Source: an optimization exercise on an open RTL-to-GDS flow (aim: small area, a short achievable clock period and few clock cycles). Production flows keep margins and buffers that such runs may drop.
RTL that was checked went through simulation tests only; none was proved equivalent to the original.
No activity file was given, so power comes from the tool's default toggle rates.

## old
// frame_codec
module frame_codec (
    input  wire        clk,
    input  wire        rst,           
    input  wire        enc_start,
    input  wire        enc_abort,
    input  wire        enc_ext,
    input  wire        enc_dir,       
    input  wire [7:0]  enc_nt,
    input  wire [7:0]  enc_id,
    input  wire [7:0]  enc_attr,
    input  wire [7:0]  enc_opcode,
    input  wire [15:0] enc_pl_len,
    output wire [15:0] pl_addr,       
    input  wire [7:0]  pl_rdata,
    output wire        tx_valid,      
    output wire [7:0]  tx_data,
    input  wire        tx_ready,
    output wire [1:0]  enc_st,
    output wire [1:0]  enc_err,
    output wire [2:0]  enc_cause,
    output wire [15:0] enc_check,
    input  wire        dec_start,
    input  wire        dec_abort,
    input  wire        dec_dir,
    input  wire        rx_valid,      
    input  wire [7:0]  rx_data,
  ...
clock: 6.0 ns
lec_check: 0
cap_margin: 20
core_margin: 2
core_utilization: 55
cts_cluster_diameter: 100
cts_cluster_size: 20
setup_slack_margin: 3.5
slew_margin: 20
standard.sh (not shown) runs the stock make flow with config.mk's settings and CLKGATE_MAP_FILE= SYNTH_SCRIPT=/design/flow/synth_recipe.tcl, a recipe that flattens the netlist after the stock synthesis.
==> flow/flow/run.sh <==
#!/bin/bash
# The standard layout, with every port buffered by a plain buffer (buf_1) instead of the
# delay buffer buffer_ports picks by default; repair upsizes it where timing needs.
set -euo pipefail
export BUFFER_PORTS_ARGS="-buffer_cell sky130_fd_sc_hd__buf_1"
bash standard.sh finish > standard.log 2>&1
Testbench counts of old, summed over its fixed seeds: cycles 60,163.
Inputs modified between old and new:
--- a/flow/design.v
+++ b/flow/design.v
@@ -71,16 +71,15 @@
     reg [7:0]  e_nt, e_id, e_attr, e_opcode;
     reg [15:0] e_len;         
     reg [15:0] e_p;           
     reg [15:0] e_crc;         
     reg [7:0]  e_o;           
     reg        e_ov;          
     reg        e_og;          
-    reg [7:0]  e_s;           
-    reg        e_sv;
+    reg        e_sv;          
     reg        e_rv;          
     wire [3:0]  e_tab   = legacy_len(enc_dir, enc_opcode);
     wire        e_c1    = !enc_ext && enc_opcode == EXT_MARK;
     wire        e_c2    = !enc_ext && !e_tab[3];
     wire        e_c3    = enc_ext ? (enc_pl_len == 16'hFFFF) : (enc_pl_len != {13'd0, e_tab[2:0]});
     wire [1:0]  e_ncause = e_c1 ? 2'd1 : e_c2 ? 2'd2 : e_c3 ? 2'd3 : 2'd0;
     wire        e_fire  = e_ov && tx_ready;
@@ -98,18 +97,18 @@
         ({8{e_n[N_NT]}}    & e_nt) |
         ({8{e_n[N_MARK]}}  & (e_ext ? EXT_MARK : e_opcode)) |
         ({8{e_n[N_ID]}}    & e_id) |
         ({8{e_n[N_ATTR]}}  & e_attr) |
         ({8{e_n[N_LENLO]}} & e_pinc[7:0]) |
         ({8{e_n[N_LENHI]}} & e_pinc[15:8]) |
         ({8{e_n[N_OPC]}}   & e_opcode) |
-        ({8{e_n[N_PAY]}}   & (e_sv ? e_s : pl_rdata)) |
-        ({8{e_n[N_CHK1]}}  & (e_ext ? e_crcn[15:8] : e_crcn[7:0])) |
+        ({8{e_n[N_PAY]}}   & (e_sv ? e_id : pl_rdata)) |
+        ({8{e_n[N_CHK1]}}  & (e_ext ? e_crc[15:8] : e_crc[7:0])) |
         ({8{e_n[N_CHK2]}}  & (e_ext ? e_crc[7:0] : FRAME_END));
-    wire        e_srcv = !e_n[N_END] && (!e_n[N_PAY] || e_pend);
+    wire        e_srcv = !e_n[N_END] && (!e_n[N_PAY] || e_pend) && (!e_n[N_CHK1] || !e_ov);
     wire [10:0] e_nn;
     assign e_nn[N_NT]    = 1'b0;
     assign e_nn[N_MARK]  = e_n[N_NT];
     assign e_nn[N_ID]    = e_n[N_MARK] && e_ext;
     assign e_nn[N_ATTR]  = e_n[N_ID];
     assign e_nn[N_LENLO] = e_n[N_ATTR];
     assign e_nn[N_LENHI] = e_n[N_LENLO];
@@ -166,15 +165,15 @@
             if (e_free) begin
                 e_o  <= e_src;
                 e_og <= |e_n[N_PAY:N_NT];
                 if (e_srcv) e_n <= e_nn;
             end
             e_rv <= e_iss;
             if (e_sv ? !e_ldpay : (e_rv && !e_ldpay)) begin
-                if (!e_sv) e_s <= pl_rdata;
+                if (!e_sv) e_id <= pl_rdata;
                 e_sv <= 1'b1;
             end else
                 e_sv <= 1'b0;
             if (e_free && ((e_n[N_NT] && !e_ext) || e_n[N_LENHI]))
                 e_p <= 16'd0;
             else if (e_iss)
                 e_p <= e_pinc;
### Flow results
Instance count along the most critical hold path (higher): old. new reports a higher critical-path maximum fanout than old does. In the metrics for old and new, the one carrying the lower share of synthesized cell area in and, or, nand and nor gates is old. Taking old as the reference, in new area share of buffers outside the clock network +0.29 points; static leakage went up by 0.34%; final critical-path required period up 0.042 ns; flop and latch count out of synthesis shows a reduction of 3.5%; detail-routed net length per standard cell shows an increase of 0.50 um. [new vs old] flip-flop and latch area: lower in new. Post-route cell area: new lower than old. [compare] base=old new=new: post-synthesis to final-layout area growth now larger, wire length on met2 shows an increase of about 0.7%.
Function not checked in new: the RTL went through the layout flow alone.

---

frame_codec again, from the RTL that the note above started with.
Settings: LEC_CHECK=0, CAP_MARGIN=20, CORE_MARGIN=2, CORE_UTILIZATION=55, CTS_CLUSTER_DIAMETER=100, CTS_CLUSTER_SIZE=20, SETUP_SLACK_MARGIN=3.6, SLEW_MARGIN=20; clock period 6.0 ns.
==> flow/flow/run.sh <==
#!/bin/bash
# The standard layout, with every port buffered by a plain buffer (buf_1) instead of the
# delay buffer buffer_ports picks by default (repair upsizes it where timing needs), and
# clock tree synthesis without the dummy loads it adds for balancing.
set -euo pipefail
export BUFFER_PORTS_ARGS="-buffer_cell sky130_fd_sc_hd__buf_1"
export CTS_ARGS="-sink_clustering_enable -repair_clock_nets -sink_clustering_size 20 -sink_clustering_max_diameter 100 -dont_use_dummy_load"
bash standard.sh finish > standard.log 2>&1
The baseline completed without violations.
Testbench counts at the start, summed over its fixed seeds: cycles 60,163.
Rerun with:
--- a/flow/design.v
+++ b/flow/design.v
@@ -58,21 +58,20 @@
                 {1'b1, 8'h21}: legacy_len = {1'b1, 3'd1};    
                 default:       legacy_len = {1'b0, 3'd0};
             endcase
         end
     endfunction
     localparam [1:0] ST_IDLE = 2'd0, ST_BUSY = 2'd1, ST_DONE = 2'd2, ST_FAULT = 2'd3;
     localparam N_NT = 0, N_MARK = 1, N_ID = 2, N_ATTR = 3, N_LENLO = 4, N_LENHI = 5,
                N_OPC = 6, N_PAY = 7, N_CHK1 = 8, N_CHK2 = 9, N_END = 10;
     reg [1:0]  e_st;
     reg [1:0]  e_cause;
-    reg        e_err;
     reg [10:0] e_n;
     reg        e_ext;
     reg [7:0]  e_nt, e_id, e_attr, e_opcode;
     reg [15:0] e_len;         
     reg [15:0] e_p;           
     reg [15:0] e_crc;         
     reg [7:0]  e_o;           
     reg        e_ov;          
     reg        e_og;          
     reg [7:0]  e_s;           
@@ -112,36 +111,34 @@
     assign e_nn[N_ID]    = e_n[N_MARK] && e_ext;
     assign e_nn[N_ATTR]  = e_n[N_ID];
     assign e_nn[N_LENLO] = e_n[N_ATTR];
     assign e_nn[N_LENHI] = e_n[N_LENLO];
     assign e_nn[N_OPC]   = e_n[N_LENHI];
     assign e_nn[N_PAY]   = ((e_n[N_MARK] && !e_ext) || e_n[N_OPC]) ? e_topay : (e_n[N_PAY] && e_more);
     assign e_nn[N_CHK1]  = ((e_n[N_MARK] && !e_ext) || e_n[N_OPC]) ? !e_topay : (e_n[N_PAY] && !e_more);
     assign e_nn[N_CHK2]  = e_n[N_CHK1];
     assign e_nn[N_END]   = e_n[N_CHK2];
     assign enc_st    = e_st;
-    assign enc_err   = {1'b0, e_err};
+    assign enc_err   = {1'b0, e_cause != 2'd0};
     assign enc_cause = {1'b0, e_cause};
     assign enc_check = e_crc;
     assign pl_addr   = e_p;
     assign tx_valid  = e_ov;
     assign tx_data   = e_o;
     always @(posedge clk) begin
         if (rst || enc_abort) begin
             e_st    <= ST_IDLE;
             e_cause <= 2'd0;
-            e_err   <= 1'b0;
             e_ov    <= 1'b0;
         end else if (e_st != ST_BUSY) begin
             if (enc_start) begin
                 e_cause <= e_ncause;
-                e_err   <= e_ncause != 2'd0;
                 e_st    <= (e_ncause != 2'd0) ? ST_FAULT : ST_BUSY;
                 e_ov    <= e_ncause == 2'd0;
             end
         end else if (e_fire && e_n[N_END]) begin
             e_st <= ST_DONE;
             e_ov <= 1'b0;
         end else if (e_free)
             e_ov <= e_srcv;
     end
     always @(posedge clk) begin
@@ -192,78 +189,75 @@
     reg        f_lopc;        
     reg        f_lpay;        
     reg        f_we;          
     reg        f_ck1, f_ck2;  
     reg        d_dir;
     reg [15:0] d_crc;         
     reg        d_bad;
     reg [15:0] d_cnt;         
     reg [15:0] d_rem;         
     reg [2:0]  d_cause;
-    reg [1:0]  d_err;
     wire        d_take  = d_rx && rx_valid;
     wire [7:0]  rb      = rx_data;
     wire        rb_mark = rb == EXT_MARK;
     wire [3:0]  d_tab   = legacy_len(d_dir, rb);
     wire        d_last  = d_rem == 16'd1;
     wire [15:0] d_crcs  = crc_step(f_nt ? 16'd0 : d_crc, d_b);
     wire [7:0]  d_sum   = (f_lopc ? dec_nt : d_crc[7:0]) + d_b;
     assign dec_st     = d_st;
-    assign dec_err    = d_err;
+    assign dec_err    = {d_cause[2], d_cause[1:0] != 2'd0 && !d_cause[2]};
     assign dec_cause  = d_cause;
     assign rx_ready   = d_rx;
     assign dpl_we     = f_we;
     assign dpl_waddr  = d_cnt;
     assign dpl_wdata  = d_b;
     assign dec_pl_len = d_cnt;
     assign dec_check  = d_crc;
     always @(posedge clk) d_b <= rb;
     always @(posedge clk) begin
         if (rst || dec_abort) begin
             d_st    <= ST_IDLE;
             d_rx    <= 1'b0;
             d_cause <= 3'd0;
-            d_err   <= 2'd0;
             f_we    <= 1'b0;
             f_ck2   <= 1'b0;
         end else begin
             f_we  <= d_take && d_pos == D_PAY;
             f_ck2 <= d_take && d_pos == D_CK2;
             if (d_st != ST_BUSY) begin
                 if (dec_start) begin
                     d_cause <= 3'd0;
-                    d_err   <= 2'd0;
                     d_st    <= ST_BUSY;
                     d_rx    <= 1'b1;
                 end
             end else if (d_take) begin
                 case (d_pos)
                     D_OPC: if (!rb_mark && !d_tab[3]) begin
-                        d_cause <= 3'd4; d_err <= 2'd2; d_st <= ST_FAULT; d_rx <= 1'b0;
+                        d_cause <= 3'd4; d_st <= ST_FAULT; d_rx <= 1'b0;
                     end
                     D_XHI: if (rb == 8'd0 && d_rem[7:0] == 8'd0) begin
-                        d_cause <= 3'd5; d_err <= 2'd2; d_st <= ST_FAULT; d_rx <= 1'b0;
+                        d_cause <= 3'd5; d_st <= ST_FAULT; d_rx <= 1'b0;
                     end
                     D_CK2: d_rx <= 1'b0;      
                     default: ;
                 endcase
             end
             if (f_ck2) begin
                 if (dec_ext) begin
                     if (d_bad || d_b != d_crc[7:0]) begin
-                        d_cause <= 3'd3; d_err <= 2'd1; d_st <= ST_FAULT;
+                        d_cause <= 3'd3; d_st <= ST_FAULT;
                     end else
                         d_st <= ST_DONE;
                 end else if (d_bad) begin
-                    d_cause <= 3'd1; d_err <= 2'd1; d_st <= ST_FAULT;
+                    d_cause <= 3'd1; d_st <= ST_FAULT;
                 end else if (d_b != FRAME_END) begin
-                    d_cause <= 3'd2; d_err <= 2'd1; d_st <= ST_FAULT;
+                    d_cause <= 3'd2; d_st <= ST_FAULT;
                 end else
                     d_st <= ST_DONE;
             end
         end
     end
     always @(posedge clk) begin
         f_nt   <= d_take && d_pos == D_NT;
         f_step <= d_take && (d_pos == D_NT || (d_pos == D_OPC && rb_mark) ||
                              (d_pos >= D_XID && d_pos <= D_XOPC) || (d_pos == D_PAY && dec_ext));
         f_lopc <= d_take && d_pos == D_OPC && !rb_mark;
=> Power rose by 1.2%. Global-route usage rose by 0.32 points. Utilization rose by 0.46 points. Final cell count fell by 0.37%. Design area rose by 0.39%.
No functional check of the RTL was part of the second run of this note.

---

Another version of the RTL of frame_codec (not shown whole).
For scale: ~1,100 cells after synthesis, roughly 230 flip-flops, roughly 220 I/O pins, ~0.012 mm2 of cells after synthesis.
clock: 6.0 ns
lec_check: 0
cap_margin: 20
core_margin: 2
core_utilization: 55
cts_cluster_diameter: 100
cts_cluster_size: 20
setup_slack_margin: 3.6
slew_margin: 20
==> flow/flow/run.sh <==
#!/bin/bash
# The standard layout, with every port buffered by a plain buffer (buf_1) instead of the
# delay buffer buffer_ports picks by default; repair upsizes it where timing needs.
set -euo pipefail
export BUFFER_PORTS_ARGS="-buffer_cell sky130_fd_sc_hd__buf_1"
bash standard.sh finish > standard.log 2>&1
The starting point finished clean.
==> next run, changes <==
--- a/flow/design.v
+++ b/flow/design.v
@@ -59,19 +59,18 @@
                 default:       legacy_len = {1'b0, 3'd0};
             endcase
         end
     endfunction
     localparam [1:0] ST_IDLE = 2'd0, ST_BUSY = 2'd1, ST_DONE = 2'd2, ST_FAULT = 2'd3;
     localparam N_NT = 0, N_MARK = 1, N_ID = 2, N_ATTR = 3, N_LENLO = 4, N_LENHI = 5,
                N_OPC = 6, N_PAY = 7, N_CHK1 = 8, N_CHK2 = 9, N_END = 10;
     reg [1:0]  e_st;
     reg [1:0]  e_cause;
-    reg [1:0]  e_fc;          
     reg        e_err;
     reg [10:0] e_n;
     reg        e_ext;
     reg [7:0]  e_nt, e_id, e_attr, e_opcode;
     reg [15:0] e_len;         
     reg [15:0] e_p;           
     reg [15:0] e_crc;         
     reg [7:0]  e_o;           
     reg        e_ov;          
@@ -128,37 +127,32 @@
     assign tx_data   = e_o;
     always @(posedge clk) begin
         if (rst || enc_abort) begin
             e_st    <= ST_IDLE;
             e_cause <= 2'd0;
             e_err   <= 1'b0;
             e_ov    <= 1'b0;
         end else if (e_st != ST_BUSY) begin
             if (enc_start) begin
-                e_st    <= ST_BUSY;
-                e_cause <= 2'd0;
-                e_err   <= 1'b0;
+                e_cause <= e_ncause;
+                e_err   <= e_ncause != 2'd0;
+                e_st    <= (e_ncause != 2'd0) ? ST_FAULT : ST_BUSY;
                 e_ov    <= e_ncause == 2'd0;
             end
-        end else if (e_fc != 2'd0) begin      
-            e_st    <= ST_FAULT;
-            e_cause <= e_fc;
-            e_err   <= 1'b1;
         end else if (e_fire && e_n[N_END]) begin
             e_st <= ST_DONE;
             e_ov <= 1'b0;
         end else if (e_free)
             e_ov <= e_srcv;
     end
     always @(posedge clk) begin
         if (e_st != ST_BUSY) begin
             if (enc_start) begin
-                e_fc     <= e_ncause;
                 e_ext    <= enc_ext;
                 e_nt     <= enc_nt;
                 e_id     <= enc_id;
                 e_attr   <= enc_attr;
                 e_opcode <= enc_opcode;
                 e_len    <= enc_pl_len;
                 e_p      <= enc_pl_len;
                 e_o      <= FRAME_START;
                 e_og     <= 1'b0;
@@ -192,34 +186,31 @@
     reg [1:0]  d_st;
     reg        d_rx;          
     reg [3:0]  d_pos;
     reg [7:0]  d_b;           
     reg        f_nt;          
     reg        f_step;        
     reg        f_lopc;        
     reg        f_lpay;        
     reg        f_we;          
-    reg        f_f4, f_f5;    
     reg        f_ck1, f_ck2;  
     reg        d_dir;
     reg [15:0] d_crc;         
     reg        d_bad;
     reg [15:0] d_cnt;         
     reg [15:0] d_rem;         
     reg [2:0]  d_cause;
     reg [1:0]  d_err;
     wire        d_take  = d_rx && rx_valid;
     wire [7:0]  rb      = rx_data;
     wire        rb_mark = rb == EXT_MARK;
     wire [3:0]  d_tab   = legacy_len(d_dir, rb);
     wire        d_last  = d_rem == 16'd1;
-    wire        d_opc_bad  = !rb_mark && !d_tab[3];
-    wire        d_len_zero = rb == 8'd0 && d_rem[7:0] == 8'd0;
     wire [15:0] d_crcs  = crc_step(f_nt ? 16'd0 : d_crc, d_b);
     wire [7:0]  d_sum   = (f_lopc ? dec_nt : d_crc[7:0]) + d_b;
     assign dec_st     = d_st;
     assign dec_err    = d_err;
     assign dec_cause  = d_cause;
     assign rx_ready   = d_rx;
     assign dpl_we     = f_we;
     assign dpl_waddr  = d_cnt;
     assign dpl_wdata  = d_b;
@@ -228,38 +219,39 @@
     always @(posedge clk) d_b <= rb;
     always @(posedge clk) begin
         if (rst || dec_abort) begin
             d_st    <= ST_IDLE;
             d_rx    <= 1'b0;
             d_cause <= 3'd0;
             d_err   <= 2'd0;
             f_we    <= 1'b0;
             f_ck2   <= 1'b0;
-            f_f4    <= 1'b0;
-            f_f5    <= 1'b0;
         end else begin
             f_we  <= d_take && d_pos == D_PAY;
-            f_f4  <= d_take && d_pos == D_OPC && d_opc_bad;
-            f_f5  <= d_take && d_pos == D_XHI && d_len_zero;
             f_ck2 <= d_take && d_pos == D_CK2;
             if (d_st != ST_BUSY) begin
                 if (dec_start) begin
                     d_cause <= 3'd0;
                     d_err   <= 2'd0;
                     d_st    <= ST_BUSY;
                     d_rx    <= 1'b1;
                 end
             end else if (d_take) begin
-                if (d_pos == D_CK2 || (d_pos == D_OPC && d_opc_bad) || (d_pos == D_XHI && d_len_zero))
-                    d_rx <= 1'b0;
-            end
-            if (f_f4 || f_f5) begin
-                d_cause <= {1'b1, 1'b0, f_f5}; d_err <= 2'd2; d_st <= ST_FAULT;
+                case (d_pos)
+                    D_OPC: if (!rb_mark && !d_tab[3]) begin
+                        d_cause <= 3'd4; d_err <= 2'd2; d_st <= ST_FAULT; d_rx <= 1'b0;
+                    end
+                    D_XHI: if (rb == 8'd0 && d_rem[7:0] == 8'd0) begin
+                        d_cause <= 3'd5; d_err <= 2'd2; d_st <= ST_FAULT; d_rx <= 1'b0;
+                    end
+                    D_CK2: d_rx <= 1'b0;      
+                    default: ;
+                endcase
             end
             if (f_ck2) begin
                 if (dec_ext) begin
                     if (d_bad || d_b != d_crc[7:0]) begin
                         d_cause <= 3'd3; d_err <= 2'd1; d_st <= ST_FAULT;
                     end else
                         d_st <= ST_DONE;
                 end else if (d_bad) begin
                     d_cause <= 3'd1; d_err <= 2'd1; d_st <= ST_FAULT;
After rerunning: The new run passed the timing, design-rule and antenna checks; cell count came out higher by 0.80%; cell area shrinks by 0.38%; wire length drops by 0.77%; sequential power shrinks by about 2%; fmax rose by 5.0%; hold slack gains 26 ps; worst setup slack improved by 120 ps; register-to-register slack loses 20 ps; die area is about the same; clock-buffer cell count stays the same; via count increases by 0.71%; global-route usage rose by 0.12 points.
Testbench counts after the change, summed over its fixed seeds: cycles 60,163.
Only the layout flow was run in the first run of this note; the RTL was not checked for function there.

==> port drivers added, routing unchanged <==
The flow's constraints put no driver on any port. The routed layouts listed below were extracted and timed again, unchanged, in two steps.
Step 1, drivers: a clkbuf_16 drives clk and a buf_2 each remaining input, both assumed.
Step 2 moves the port delays by t, midway between the first and last clock arrival at a register: inputs arrive t later, outputs are due t later. That takes back most of the time a late clock gives input paths.
Slacks: ideal ports / drivers / drivers and shift; pairs: ideal ports / drivers.
| run | t, ns | slack for setup (ns) | slew at the worst register clock pin (ns) |
|---|---|---|---|
| old | 0.538 | 3.551 / 3.502 / 3.049 | 0.09 / 0.09 |
| new | 0.524 | 3.509 / 3.515 / 2.990 | 0.10 / 0.10 |
| the first run of note 2 | 0.514 | 3.602 / 3.551 / 3.151 | 0.09 / 0.09 |
| the second run of note 2 | 0.528 | 3.542 / 3.494 / 3.181 | 0.10 / 0.10 |
| the first run of note 3 | 0.529 | 3.495 / 3.525 / 2.996 | 0.10 / 0.10 |
| the second run of note 3 | 0.524 | 3.614 / 3.563 / 3.158 | 0.09 / 0.09 |
After both steps setup and hold are still met in every run listed. For new, which loses most, drivers alone change the setup slack by +0.006 ns; drivers and shift together by -0.519 ns.
